Context: an optimization exercise on an open-source flow, tuned for small area, a short achievable clock period and few clock cycles per item. The choices shown serve that exercise and are no tape-out recipe.
Function was checked by simulation only, so behaviour that the tests miss may differ from the original.

==> inputs of wip/amber <==
## rot_perm_cbc
module rot_perm_cbc (
    input  wire        clk,
    input  wire        rst_n,
    input  wire        sel,
    input  wire        we,
    input  wire [5:0]  addr,
    input  wire [31:0] wdata,
    output reg  [31:0] rdata,
    output wire        irq
);
    localparam [3:0] OP_NOP        = 4'd0;
    localparam [3:0] OP_START_ENC  = 4'd1;
    localparam [3:0] OP_START_DEC  = 4'd2;
    localparam [3:0] OP_ENC_BLOCK  = 4'd3;
    localparam [3:0] OP_ENC_FINAL  = 4'd4;
    localparam [3:0] OP_DEC_BLOCK  = 4'd5;
    localparam [3:0] OP_DEC_FINAL  = 4'd6;
    localparam [3:0] OP_RAW_ENC    = 4'd7;
    localparam [3:0] OP_RAW_DEC    = 4'd8;
    localparam [3:0] OP_LOAD_CHAIN = 4'd9;
    localparam [3:0] OP_ABORT      = 4'd10;
    localparam [3:0] E_ILLEGAL   = 4'd1;
    localparam [3:0] E_BUSY      = 4'd2;
    localparam [3:0] E_SEQ       = 4'd3;
    localparam [3:0] E_LOCKED    = 4'd4;
    localparam [3:0] E_LEN       = 4'd5;
    localparam [3:0] E_PAD_RANGE = 4'd6;
    localparam [3:0] E_BAD_PAD   = 4'd7;
    localparam [1:0] ST_IDLE = 2'd0;
    localparam [1:0] ST_ENC  = 2'd1;
    localparam [1:0] ST_DEC  = 2'd2;
    localparam [1:0] PI_NONE  = 2'd0;    
    localparam [1:0] PI_ENC   = 2'd1;    
    localparam [1:0] PI_UNPAD = 2'd2;    
    localparam [1:0] PI_SKIP  = 2'd3;    
    reg         alpha_sel;
    reg  [31:0] key;
    reg  [1:0]  irqen;
    reg         busy;
    reg  [1:0]  state;
    reg         done;
    reg  [3:0]  err;
    reg  [27:0] msglen;       
    reg  [1:0]  pi_mode;
    reg  [7:0]  pbyte;
    reg  [4:0]  pcnt;
    reg  [127:0] iv;
    reg  [127:0] din;
    reg  [127:0] dout;
    reg  [127:0] chain;
    reg  [127:0] head;        
    reg  [3:0]  pend_op;
    reg  [3:0]  pend_n;
    wire wr = sel & we;
    localparam [5:0] A_CAP = 6'h00, A_CTRL = 6'h01, A_STATUS = 6'h02, A_IRQEN = 6'h03,
                     A_CMD = 6'h04, A_KEY = 6'h05, A_MSGLEN = 6'h06, A_OUTLEN = 6'h07,
  ...
Settings: LEC_CHECK=0, ABC_AREA=1, CAP_MARGIN=20, CORE_MARGIN=2, CORE_UTILIZATION=40, SLEW_MARGIN=20; clock period 55.0 ns.
standard.sh (not shown) runs the stock make flow with config.mk's settings and CLKGATE_MAP_FILE= SYNTH_SCRIPT=/design/flow/synth_recipe.tcl, a recipe that flattens the netlist after the stock synthesis.
==> flow/flow/run.sh <==
#!/bin/bash
# Own layout flow: the standard flow (standard.sh), with one step added
# between synthesis and floorplan. The combinational cells of the standard
# synthesis netlist are re-mapped by ABC with an area-oriented script; every
# sequential cell keeps the instance name and cell type the standard
# synthesis gave it. Each tool's full output goes to a log file of its own in
# this folder.
set -euo pipefail
W=$(pwd)
P=${FLOW_PLATFORM}
R=$W/orfs/results/$P/rot_perm_cbc/base
LIB=$FLOW_HOME/platforms/$P/lib/sky130_fd_sc_hd__tt_025C_1v80.lib
YOSYS=$(command -v yosys || echo "$FLOW_HOME/../tools/install/yosys/bin/yosys")

# 1. the standard synthesis
bash standard.sh synth > "$W/log_1_synth.txt" 2>&1
cp "$R/1_2_yosys.v" "$W/standard_1_2_yosys.v"

# 2. re-map the combinational logic (sequential cells stay black boxes)
SEQ=$(awk '/^[ \t]*cell[ \t]*\(/ {n=$0; gsub(/.*\(["]?|["]?\).*/,"",n)}
           /^[ \t]*(ff|latch|ff_bank|latch_bank|statetable)[ \t]*\(/ {print n}' "$LIB" | sort -u | tr '\n' ' ')
DU=""
for c in $(sed -n '/DONT_USE_CELLS += /,/^#/p' "$FLOW_HOME/platforms/$P/config.mk" | grep -o "sky130_fd_sc_hd__[a-z0-9_]*"); do
    DU="$DU -dont_use $c"
done
NETLIST="$R/1_2_yosys.v" TOP="$FLOW_TOP" LIB="$LIB" SEQCELLS="$SEQ" DONTUSE="$DU" \
    ABCSCRIPT="$W/flow/area.abc" "$YOSYS" -c "$W/flow/remap.tcl" > "$W/log_2_remap.txt" 2>&1
rm -f "$R/1_synth.odb" "$R/1_synth.sdc"

# 3. the rest of the standard flow, from the re-mapped netlist
bash standard.sh finish > "$W/log_3_layout.txt" 2>&1
==> flow/flow/area.abc <==
strash
&get -n
&dch -f
&nf -R 1000
&put
strash
&get -n
&dch -f
&nf -R 1000
&put
strash
&get -n
&dch -f
&nf -R 1000
&put
topo
==> flow/flow/remap.tcl <==
# Re-map the combinational logic of the standard synthesis netlist for area.
# Registers (and every other sequential cell) stay exactly as the standard
# synthesis made them: same instances, names and cell types.
# env: NETLIST (in/out), TOP, LIB, SEQCELLS, DONTUSE, ABCSCRIPT
yosys read_liberty -ignore_miss_func $::env(LIB)
yosys blackbox {*}$::env(SEQCELLS)
yosys read_verilog $::env(NETLIST)
yosys hierarchy -check -top $::env(TOP)
yosys flatten
yosys techmap
yosys opt -fast -purge
yosys read_liberty -overwrite -setattr liberty_cell -lib $::env(LIB)
yosys tee -o $::env(NETLIST).pre.stat stat
yosys abc -script $::env(ABCSCRIPT) -liberty $::env(LIB) {*}$::env(DONTUSE)
yosys setundef -zero
yosys splitnets
yosys opt_clean -purge
yosys hilomap -singleton -hicell sky130_fd_sc_hd__conb_1 HI -locell sky130_fd_sc_hd__conb_1 LO
yosys insbuf -buf sky130_fd_sc_hd__buf_4 A X
yosys check -assert -mapped
yosys tee -o $::env(NETLIST).stat stat -liberty $::env(LIB)
yosys write_verilog -noattr -nohex -nodec $::env(NETLIST)
==> inputs of wip/xenon, as changes to wip/amber <==
==> flow/run.sh (new file) <==
#!/bin/bash
# synth_recipe.tcl (not shown) runs the flow's synth.tcl, then flattens the netlist and writes it again
# the make line also repeats each setting of config.mk as NAME=value (left out here)
make -C /OpenROAD-flow-scripts/flow DESIGN_CONFIG=/design/flow/config.mk WORK_HOME=/design/flow/orfs CLKGATE_MAP_FILE= SYNTH_SCRIPT=/design/flow/synth_recipe.tcl finish
removed: flow/flow/run.sh
removed: flow/flow/area.abc
removed: flow/flow/remap.tcl
removed: flow/standard.sh
==> results_dict.tcl <==
set metrics [dict create \
    critPathCapture "rdata[18]" \
    clock_buffer_count 134 \
    vias 72800 \
    outcome "complete, no violations" \
    wl_met1_um 147000 \
    synthesis.area_sq_um 61900 \
    buf_share 0.0317 \
    cp_slowest_stage_delay_ns 0.84 \
    met3_length_um 54500 \
    max_freq_ghz 0.0350 \
    min_period_over_period 0.519 \
    syn_area_per_cell_sq_um 6.74 \
    signal_buffers 252 \
    min_to "head[22]" \
    routed_wl_um 408000 \
    synthCells 9191 \
    dpl_worst_slack_ns 26.80 \
]
Source of the figures above: wip/xenon

==> results_dict.tcl <==
set metrics [dict create \
    cp_slowest_stage_delay_ns 0.87 \
    wl_met1_um 104000 \
    vias 59700 \
    clock_buffer_count 108 \
    routed_wl_um 288000 \
    signal_buffers 263 \
    synthesis.area_sq_um 52300 \
    outcome "complete, no violations" \
    min_to "dout[95]" \
    critPathCapture "err[0]" \
    buf_share 0.0374 \
    syn_area_per_cell_sq_um 7.86 \
    dpl_worst_slack_ns 27.75 \
    max_freq_ghz 0.0365 \
    min_period_over_period 0.498 \
]
Source of the figures above: wip/amber

Testbench counts of wip/amber, summed over its fixed seeds: cycles 19,358, blocks 1,358.
Testbench counts of wip/xenon, summed over its fixed seeds: cycles 19,358, blocks 1,358.

* * *

==> 09-20: inputs <==
Another version of the RTL of rot_perm_cbc (not shown whole).
==> flow/config.mk <==
export PLATFORM = sky130hd
export DESIGN_NAME = rot_perm_cbc
export DESIGN_NICKNAME = rot_perm_cbc
export VERILOG_FILES = /design/flow/design.v
export SDC_FILE = /design/flow/constraint.sdc
export NUM_CORES = 8
export LEC_CHECK = 0
export ABC_AREA = 1
export CAP_MARGIN = 20
export CORE_MARGIN = 2
export CORE_UTILIZATION = 60
export CTS_CLUSTER_DIAMETER = 80
export CTS_CLUSTER_SIZE = 20
export SLEW_MARGIN = 20
==> flow/constraint.sdc <==
create_clock -name core_clock -period 55.0 [get_ports {clk}]
set_input_delay 11.0000 -clock core_clock [delete_from_list [all_inputs] [get_ports {clk}]]
set_output_delay 11.0000 -clock core_clock [all_outputs]
set_load 0.01 [all_outputs]
==> flow/flow/run.sh <==
#!/bin/bash
# Own layout flow: the standard flow (standard.sh), with these changes:
#  - between synthesis and floorplan, the combinational cells of the standard
#    synthesis netlist are re-mapped by ABC with an area-oriented script; every
#    sequential cell keeps the instance name and cell type the standard
#    synthesis gave it;
#  - the ports are buffered with sky130_fd_sc_hd__buf_2;
#  - the resizer's setup repair aims for 30.5 ns of setup slack (same clock
#    and constraints; it only repairs harder).
# Each tool's full output goes to a log file of its own in this folder.
set -euo pipefail
W=$(pwd)
P=${FLOW_PLATFORM}
R=$W/orfs/results/$P/rot_perm_cbc/base
LIB=$FLOW_HOME/platforms/$P/lib/sky130_fd_sc_hd__tt_025C_1v80.lib
YOSYS=$(command -v yosys || echo "$FLOW_HOME/../tools/install/yosys/bin/yosys")

# 1. the standard synthesis
bash standard.sh synth > "$W/log_1_synth.txt" 2>&1
cp "$R/1_2_yosys.v" "$W/standard_1_2_yosys.v"

# 2. re-map the combinational logic (sequential cells stay black boxes)
SEQ=$(awk '/^[ \t]*cell[ \t]*\(/ {n=$0; gsub(/.*\(["]?|["]?\).*/,"",n)}
           /^[ \t]*(ff|latch|ff_bank|latch_bank|statetable)[ \t]*\(/ {print n}' "$LIB" | sort -u | tr '\n' ' ')
DU=""
for c in $(sed -n '/DONT_USE_CELLS += /,/^#/p' "$FLOW_HOME/platforms/$P/config.mk" | grep -o "sky130_fd_sc_hd__[a-z0-9_]*"); do
    DU="$DU -dont_use $c"
done
NETLIST="$R/1_2_yosys.v" TOP="$FLOW_TOP" LIB="$LIB" SEQCELLS="$SEQ" DONTUSE="$DU" \
    ABCSCRIPT="$W/flow/area.abc" "$YOSYS" -c "$W/flow/remap.tcl" > "$W/log_2_remap.txt" 2>&1
rm -f "$R/1_synth.odb" "$R/1_synth.sdc"

# 3. the rest of the standard flow, from the re-mapped netlist
bash standard.sh "BUFFER_PORTS_ARGS=-buffer_cell sky130_fd_sc_hd__buf_2" SETUP_SLACK_MARGIN=30.5 \
    finish > "$W/log_3_layout.txt" 2>&1
==> flow/flow/area.abc <==
strash
&get -n
&dch -f
&nf -R 1000
&put
strash
&get -n
&dch -f
&nf -R 1000
&put
strash
&get -n
&dch -f
&nf -R 1000
&put
strash
&get -n
&dch -f
&nf -R 1000
&put
strash
&get -n
&dch -f
&nf -R 1000
&put
topo
==> flow/flow/remap.tcl <==
# Re-map the combinational logic of the standard synthesis netlist for area.
# Registers (and every other sequential cell) stay exactly as the standard
# synthesis made them: same instances, names and cell types.
# env: NETLIST (in/out), TOP, LIB, SEQCELLS, DONTUSE, ABCSCRIPT
yosys read_liberty -ignore_miss_func $::env(LIB)
yosys blackbox {*}$::env(SEQCELLS)
yosys read_verilog $::env(NETLIST)
yosys hierarchy -check -top $::env(TOP)
yosys flatten
yosys techmap
yosys opt -fast -purge
yosys read_liberty -overwrite -setattr liberty_cell -lib $::env(LIB)
yosys tee -o $::env(NETLIST).pre.stat stat
yosys abc -script $::env(ABCSCRIPT) -liberty $::env(LIB) {*}$::env(DONTUSE)
yosys setundef -zero
yosys splitnets
yosys opt_clean -purge
yosys hilomap -singleton -hicell sky130_fd_sc_hd__conb_1 HI -locell sky130_fd_sc_hd__conb_1 LO
yosys insbuf -buf sky130_fd_sc_hd__buf_4 A X
yosys check -assert -mapped
yosys tee -o $::env(NETLIST).stat stat -liberty $::env(LIB)
yosys write_verilog -noattr -nohex -nodec $::env(NETLIST)
==> 04-14: changes against 09-20 <==
--- a/flow/design.v
+++ b/flow/design.v
@@ -275,18 +275,16 @@
         end
         if (issue && cmd_op == OP_ENC_FINAL)
             pbyte <= pad_byte_c;
         if (busy && pend_op == OP_ENC_FINAL)
             pcnt  <= pad_cnt;
         if (busy && pend_op == OP_DEC_FINAL && !alpha_sel)
             pbyte <= last_byte;
     end
-    wire [31:0] outlen   = (pi_mode == PI_UNPAD) ? (unpad[32] ? 32'd0 : unpad[31:0]) :
-                           pi_mode[0] ? msglen_b : 32'd0;
     wire [7:0]  pi_cnt   = (pi_mode == PI_ENC) ? {3'd0, pcnt} : (pi_mode == PI_UNPAD) ? pbyte : 8'd0;
     wire [7:0]  pi_byte  = (pi_mode == PI_ENC || pi_mode == PI_UNPAD) ? pbyte : 8'd0;
     wire [31:0] padinfo  = {15'd0, pi_mode == PI_SKIP, pi_byte, pi_cnt};
     wire [3:0] a_w = {addr[1:0] == 2'd3, addr[1:0] == 2'd2, addr[1:0] == 2'd1, addr[1:0] == 2'd0};
     wire g_0  = addr[5:2] == 4'h0;
     wire g_1  = addr[5:2] == 4'h1;
     wire g_2  = addr[5:2] == 4'h2;
     wire g_iv = addr[5:2] == 4'h3;
@@ -302,17 +300,19 @@
                        ({32{g & w[2]}} & b[95:64]) | ({32{g & w[3]}} & b[127:96]);
         end
     endfunction
     always @(*) begin
         rdata = sel_word(iv, g_iv, a_w) | sel_word(din, g_di, a_w) |
                 sel_word(dout, g_do, a_w) | sel_word(chain, g_ch, a_w) |
                 sel_word({{30'd0, irqen}, {24'd0, err_cur, done, state, busy},
                           {31'd0, alpha_sel}, 32'h00005E10}, g_0, a_w) |
-                sel_word({outlen, msglen_b, key, 32'd0}, g_1, a_w) |
+                ({32{g_1 & a_w[1]}} & key) |
+                ({32{g_1 & (a_w[2] | (a_w[3] & pi_mode[0]))}} & msglen_b) |    
+                ({32{g_1 & a_w[3] & (pi_mode == PI_UNPAD) & ~unpad[32]}} & unpad[31:0]) |
                 ({32{g_2 & a_w[0]}} & padinfo);
     end
     assign irq = (irqen[0] & done) | (irqen[1] & (err_cur != 4'd0));
 endmodule
 module lane (
     input  wire [7:0] x,
     input  wire       asel,
     input  wire [7:0] k,
==> flow/flow/run.sh (replaced) <==
#!/bin/bash
# Own layout flow: the standard flow (standard.sh), with these changes:
#  - between synthesis and floorplan, the combinational cells of the standard
#    synthesis netlist, all but its full adders, are re-mapped by ABC with
#    area-oriented scripts (several are tried; the smallest result is kept);
#    every sequential cell keeps the instance name and cell type the standard
#    synthesis gave it;
#  - the ports are buffered with sky130_fd_sc_hd__buf_2;
#  - the resizer's setup repair aims for 30.5 ns of setup slack (same clock
#    and constraints; it only repairs harder).
# Each tool's full output goes to a log file of its own in this folder.
set -euo pipefail
W=$(pwd)
P=${FLOW_PLATFORM}
R=$W/orfs/results/$P/rot_perm_cbc/base
LIB=$FLOW_HOME/platforms/$P/lib/sky130_fd_sc_hd__tt_025C_1v80.lib
YOSYS=$(command -v yosys || echo "$FLOW_HOME/../tools/install/yosys/bin/yosys")

# 1. the standard synthesis
bash standard.sh synth > "$W/log_1_synth.txt" 2>&1
cp "$R/1_2_yosys.v" "$W/standard_1_2_yosys.v"

# 2. re-map the combinational logic (sequential cells and full adders stay
#    black boxes)
SEQ=$(awk '/^[ \t]*cell[ \t]*\(/ {n=$0; gsub(/.*\(["]?|["]?\).*/,"",n)}
           /^[ \t]*(ff|latch|ff_bank|latch_bank|statetable)[ \t]*\(/ {print n}' "$LIB" | sort -u | tr '\n' ' ')
SEQ="$SEQ sky130_fd_sc_hd__fa_1 sky130_fd_sc_hd__fa_2 sky130_fd_sc_hd__fa_4"
DU=""
for c in $(sed -n '/DONT_USE_CELLS += /,/^#/p' "$FLOW_HOME/platforms/$P/config.mk" | grep -o "sky130_fd_sc_hd__[a-z0-9_]*"); do
    DU="$DU -dont_use $c"
done
best=""; best_area=""
for s in area_a area_b area_c area_d area_e area_f area_g area_h; do
    cp "$W/standard_1_2_yosys.v" "$W/remap_$s.v"
    NETLIST="$W/remap_$s.v" TOP="$FLOW_TOP" LIB="$LIB" SEQCELLS="$SEQ" DONTUSE="$DU" \
        ABCSCRIPT="$W/flow/$s.abc" "$YOSYS" -c "$W/flow/remap.tcl" > "$W/log_2_remap_$s.txt" 2>&1 || continue
    a=$(awk '/Chip area/ {print $NF}' "$W/remap_$s.v.stat")
    echo "remap $s: $a" >> "$W/log_2_remap_choice.txt"
    if [[ -z "$best" ]] || awk -v a="$a" -v b="$best_area" 'BEGIN {exit !(a < b)}'; then
        best=$s; best_area=$a
    fi
done
echo "kept $best ($best_area)" >> "$W/log_2_remap_choice.txt"
cp "$W/remap_$best.v" "$R/1_2_yosys.v"
for f in "$W"/remap_area_*.v; do [[ "$f" == "$W/remap_$best.v" ]] || rm -f "$f"; done
rm -f "$R/1_synth.odb" "$R/1_synth.sdc"

# 3. the rest of the standard flow, from the re-mapped netlist
bash standard.sh "BUFFER_PORTS_ARGS=-buffer_cell sky130_fd_sc_hd__buf_2" SETUP_SLACK_MARGIN=30.5 \
    finish > "$W/log_3_layout.txt" 2>&1
==> flow/flow/area_a.abc (new file) <==
strash
&get -n
&dch -f
&nf -R 1000
&put
strash
&get -n
&dch -f
&nf -R 1000
&put
strash
&get -n
&dch -f
&nf -R 1000
&put
strash
&get -n
&dch -f
&nf -R 1000
&put
strash
&get -n
&dch -f
&nf -R 1000
&put
strash
&get -n
&dch -f
&nf -R 1000
&put
strash
&get -n
&dch -f
&nf -R 1000
&put
strash
&get -n
&dch -f
&nf -R 1000
&put
strash
&get -n
&dch -f
&nf -R 1000
&put
strash
&get -n
&dch -f
&nf -R 1000
&put
strash
&get -n
&dch -f
&nf -R 1000
&put
strash
&get -n
&dch -f
&nf -R 1000
&put
topo
==> flow/flow/area_b.abc (new file) <==
strash
&get -n
&dch -f
&nf -R 1000
&put
strash
&get -n
&dch -f
&nf -R 1000
&put
strash
&get -n
&dch -f
&nf -R 1000
&put
strash
&get -n
&dch -f
&nf -R 1000
&put
strash
&get -n
&dch -f
&nf -R 1000
&put
strash
&get -n
&dch -f
&nf -R 1000
&put
strash
&get -n
&dch -f
&nf -R 1000
&put
strash
&get -n
&dch -f
&nf -R 1000
&put
topo
==> flow/flow/area_c.abc (new file) <==
strash
&get -n
&dch -f
&nf -R 1000
&put
strash
&get -n
&dch -f
&nf -R 1000
&put
strash
&get -n
&dch -f
&nf -R 1000
&put
strash
&get -n
&dch -f
&nf -R 1000
&put
strash
&get -n
&dch -f
&nf -R 1000
&put
strash
&get -n
&dch -f
&nf -R 1000
&put
strash
&get -n
&dch -f
&nf -R 1000
&put
strash
&get -n
&dch -f
&nf -R 1000
&put
strash
&get -n
&dch -f
&nf -R 1000
&put
strash
&get -n
&dch -f
&nf -R 1000
&put
strash
&get -n
&dch -f
&nf -R 1000
&put
strash
&get -n
&dch -f
&nf -R 1000
&put
strash
&get -n
&dch -f
&nf -R 1000
&put
strash
&get -n
&dch -f
&nf -R 1000
&put
strash
&get -n
&dch -f
&nf -R 1000
&put
strash
&get -n
&dch -f
&nf -R 1000
&put
strash
&get -n
&dch -f
&nf -R 1000
&put
strash
&get -n
&dch -f
&nf -R 1000
&put
strash
&get -n
&dch -f
&nf -R 1000
&put
strash
&get -n
&dch -f
&nf -R 1000
&put
topo
==> flow/flow/area_d.abc (new file) <==
strash
&get -n
&dch -f
&nf -R 1000
&put
strash
&get -n
&dch -f
&nf -R 1000
&put
strash
&get -n
&dch -f
&nf -R 1000
&put
strash
&get -n
&dch -f
&nf -R 1000
&put
strash
&get -n
&dch -f
&nf -R 1000
&put
topo
==> flow/flow/area_e.abc (new file) <==
strash
dc2
strash
&get -n
&dch -f
&nf -R 1000
&put
strash
&get -n
&dch -f
&nf -R 1000
&put
strash
&get -n
&dch -f
&nf -R 1000
&put
strash
&get -n
&dch -f
&nf -R 1000
&put
strash
&get -n
&dch -f
&nf -R 1000
&put
topo
==> flow/flow/area_f.abc (new file) <==
strash
dch -f
amap
strash
&get -n
&dch -f
&nf -R 1000
&put
strash
&get -n
&dch -f
&nf -R 1000
&put
strash
&get -n
&dch -f
&nf -R 1000
&put
topo
==> flow/flow/area_g.abc (new file) <==
strash
&get -n
&dch -f
&nf -R 1000
&put
strash
&get -n
&dch -f
&nf -R 1000
&put
strash
&get -n
&dch -f
&nf -R 1000
&put
strash
&get -n
&dch -f
&nf -R 1000
&put
strash
&get -n
&dch -f
&nf -R 1000
&put
strash
&get -n
&dch -f
&nf -R 1000
&put
strash
&get -n
&dch -f
&nf -R 1000
&put
strash
&get -n
&dch -f
&nf -R 1000
&put
strash
&get -n
&dch -f
&nf -R 1000
&put
strash
&get -n
&dch -f
&nf -R 1000
&put
topo
==> flow/flow/area_h.abc (new file) <==
strash
&get -n
&dch -f
&nf -R 1000
&put
strash
&get -n
&dch -f
&nf -R 1000
&put
strash
&get -n
&dch -f
&nf -R 1000
&put
strash
&get -n
&dch -f
&nf -R 1000
&put
strash
&get -n
&dch -f
&nf -R 1000
&put
strash
&get -n
&dch -f
&nf -R 1000
&put
strash
&get -n
&dch -f
&nf -R 1000
&put
strash
&get -n
&dch -f
&nf -R 1000
&put
strash
&get -n
&dch -f
&nf -R 1000
&put
strash
&get -n
&dch -f
&nf -R 1000
&put
strash
&get -n
&dch -f
&nf -R 1000
&put
strash
&get -n
&dch -f
&nf -R 1000
&put
strash
&get -n
&dch -f
&nf -R 1000
&put
strash
&get -n
&dch -f
&nf -R 1000
&put
strash
&get -n
&dch -f
&nf -R 1000
&put
strash
&get -n
&dch -f
&nf -R 1000
&put
topo
--- a/flow/flow/remap.tcl
+++ b/flow/flow/remap.tcl
@@ -1,11 +1,12 @@
 # Re-map the combinational logic of the standard synthesis netlist for area.
-# Registers (and every other sequential cell) stay exactly as the standard
-# synthesis made them: same instances, names and cell types.
+# The cells named in SEQCELLS (every sequential cell; the flow also adds the
+# full adders) stay exactly as the standard synthesis made them: same
+# instances, names and cell types.
 # env: NETLIST (in/out), TOP, LIB, SEQCELLS, DONTUSE, ABCSCRIPT
 yosys read_liberty -ignore_miss_func $::env(LIB)
 yosys blackbox {*}$::env(SEQCELLS)
 yosys read_verilog $::env(NETLIST)
 yosys hierarchy -check -top $::env(TOP)
 yosys flatten
 yosys techmap
 yosys opt -fast -purge
removed: flow/flow/area.abc
==> 10-05: changes against 09-20 <==
--- a/flow/flow/area.abc
+++ b/flow/flow/area.abc
@@ -1,8 +1,43 @@
+strash
+&get -n
+&dch -f
+&nf -R 1000
+&put
+strash
+&get -n
+&dch -f
+&nf -R 1000
+&put
+strash
+&get -n
+&dch -f
+&nf -R 1000
+&put
+strash
+&get -n
+&dch -f
+&nf -R 1000
+&put
+strash
+&get -n
+&dch -f
+&nf -R 1000
+&put
+strash
+&get -n
+&dch -f
+&nf -R 1000
+&put
+strash
+&get -n
+&dch -f
+&nf -R 1000
+&put
 strash
 &get -n
 &dch -f
 &nf -R 1000
 &put
 strash
 &get -n
 &dch -f
==> comparison <==
Critical path depth: 09-20 > 04-14 > 10-05.
The lowest sequential share of layout area belongs to 09-20, the highest to 04-14.
Against 04-14, the via count of 10-05 is higher by about 5%.
The highest utilization belongs to 04-14, the lowest to 10-05.
Cell area: 04-14 < 10-05 < 09-20.
In flip-flop and latch count, 10-05 and 09-20 do not differ.
Against 10-05, the hold slack of 04-14 is lower by 0.0036 ns.
==> figures <==
                                                                       04-14        09-20        10-05
Clock insertion delay at the later pin of the skew report            0.67 ns      0.68 ns      0.66 ns
Post-route fraction of the period consumed by the critical path       44.82%       44.85%       44.77%
Number of instances on the worst hold path                                 2            2            1
Multi-In Gates                                                         4,136        4,475        4,483
Critical Path AT                                                    13.65 ns     13.67 ns     13.62 ns
Starting utilization of the core area                                 60.38%       60.41%       60.24%
DR vias/cell                                                           7.297        7.246        7.313
Number of gates on the worst path with buffers counted                    11           12            8
Post-CTS setup-driven buffer insertion count                               9            2            6
Met3 layer wire length in the routed design                         35.99 mm     33.63 mm     35.25 mm
Via count                                                             46,160       48,130       48,570
Register fraction of the total cell area                              36.66%       36.19%       36.34%
Area occupied by registers                                       19,100 um^2  19,100 um^2  19,090 um^2
Starting DRT DRC Count                                                 8,443        9,216        9,092
Post-placement cell count                                              6,220        6,553        6,552
Cts bufs inserted                                                         46           43           43
Beginning of the worst register-to-register path                      key[1]       key[2]      key[10]
Status                                      no timing/DRC/antenna violations  no timing/DRC/antenna violations  no timing/DRC/antenna violations
Testbench counts of 09-20, summed over its fixed seeds: cycles 19,358, blocks 1,358.
Testbench counts of 04-14, summed over its fixed seeds: cycles 19,358, blocks 1,358.
Testbench counts of 10-05, summed over its fixed seeds: cycles 19,358, blocks 1,358.

-- re-timing with driven ports --
The results above use ideal ports. As a check the final layouts listed here were re-extracted and re-timed, cells and wires unchanged. Step 1 sets driving cells, clkbuf_16 on the clock port and buf_2 on the other inputs (assumed; they add their load-dependent delay and slew). Step 2 moves the port delays by t, midway between the first and last clock arrival at a register: inputs arrive t later, outputs are due t later. That takes back most of the time a late clock gives input paths. Slacks: no drivers / after step 1 / after step 2; pairs: no drivers / after step 1.
| run | t (ns) | slack for setup (ns) | worst hold slack (ns) | clock arrival spread, ns | worst data-port slew with drivers (ns) |
|---|---|---|---|---|---|
| wip/amber | 0.793 | 27.618 / 27.665 / 26.872 | 0.468 / 0.468 / 0.468 | 0.046 / 0.046 | 0.07 |
| wip/xenon | 0.844 | 26.453 / 26.410 / 26.410 | 0.445 / 0.445 / 0.445 | 0.089 / 0.089 | 0.07 |
| 09-20 | 0.709 | 30.334 / 30.315 / 30.315 | 0.513 / 0.513 / 0.513 | 0.081 / 0.081 | 0.11 |
| 04-14 | 0.707 | 30.347 / 30.328 / 30.328 | 0.519 / 0.519 / 0.519 | 0.082 / 0.082 | 0.15 |
| 10-05 | 0.722 | 30.378 / 30.355 / 30.355 | 0.523 / 0.523 / 0.523 | 0.034 / 0.035 | 0.10 |
After both steps setup and hold are still met in every run listed. The setup slack of wip/amber, which loses most, moves by +0.047 ns with the drivers and by -0.746 ns with both steps.
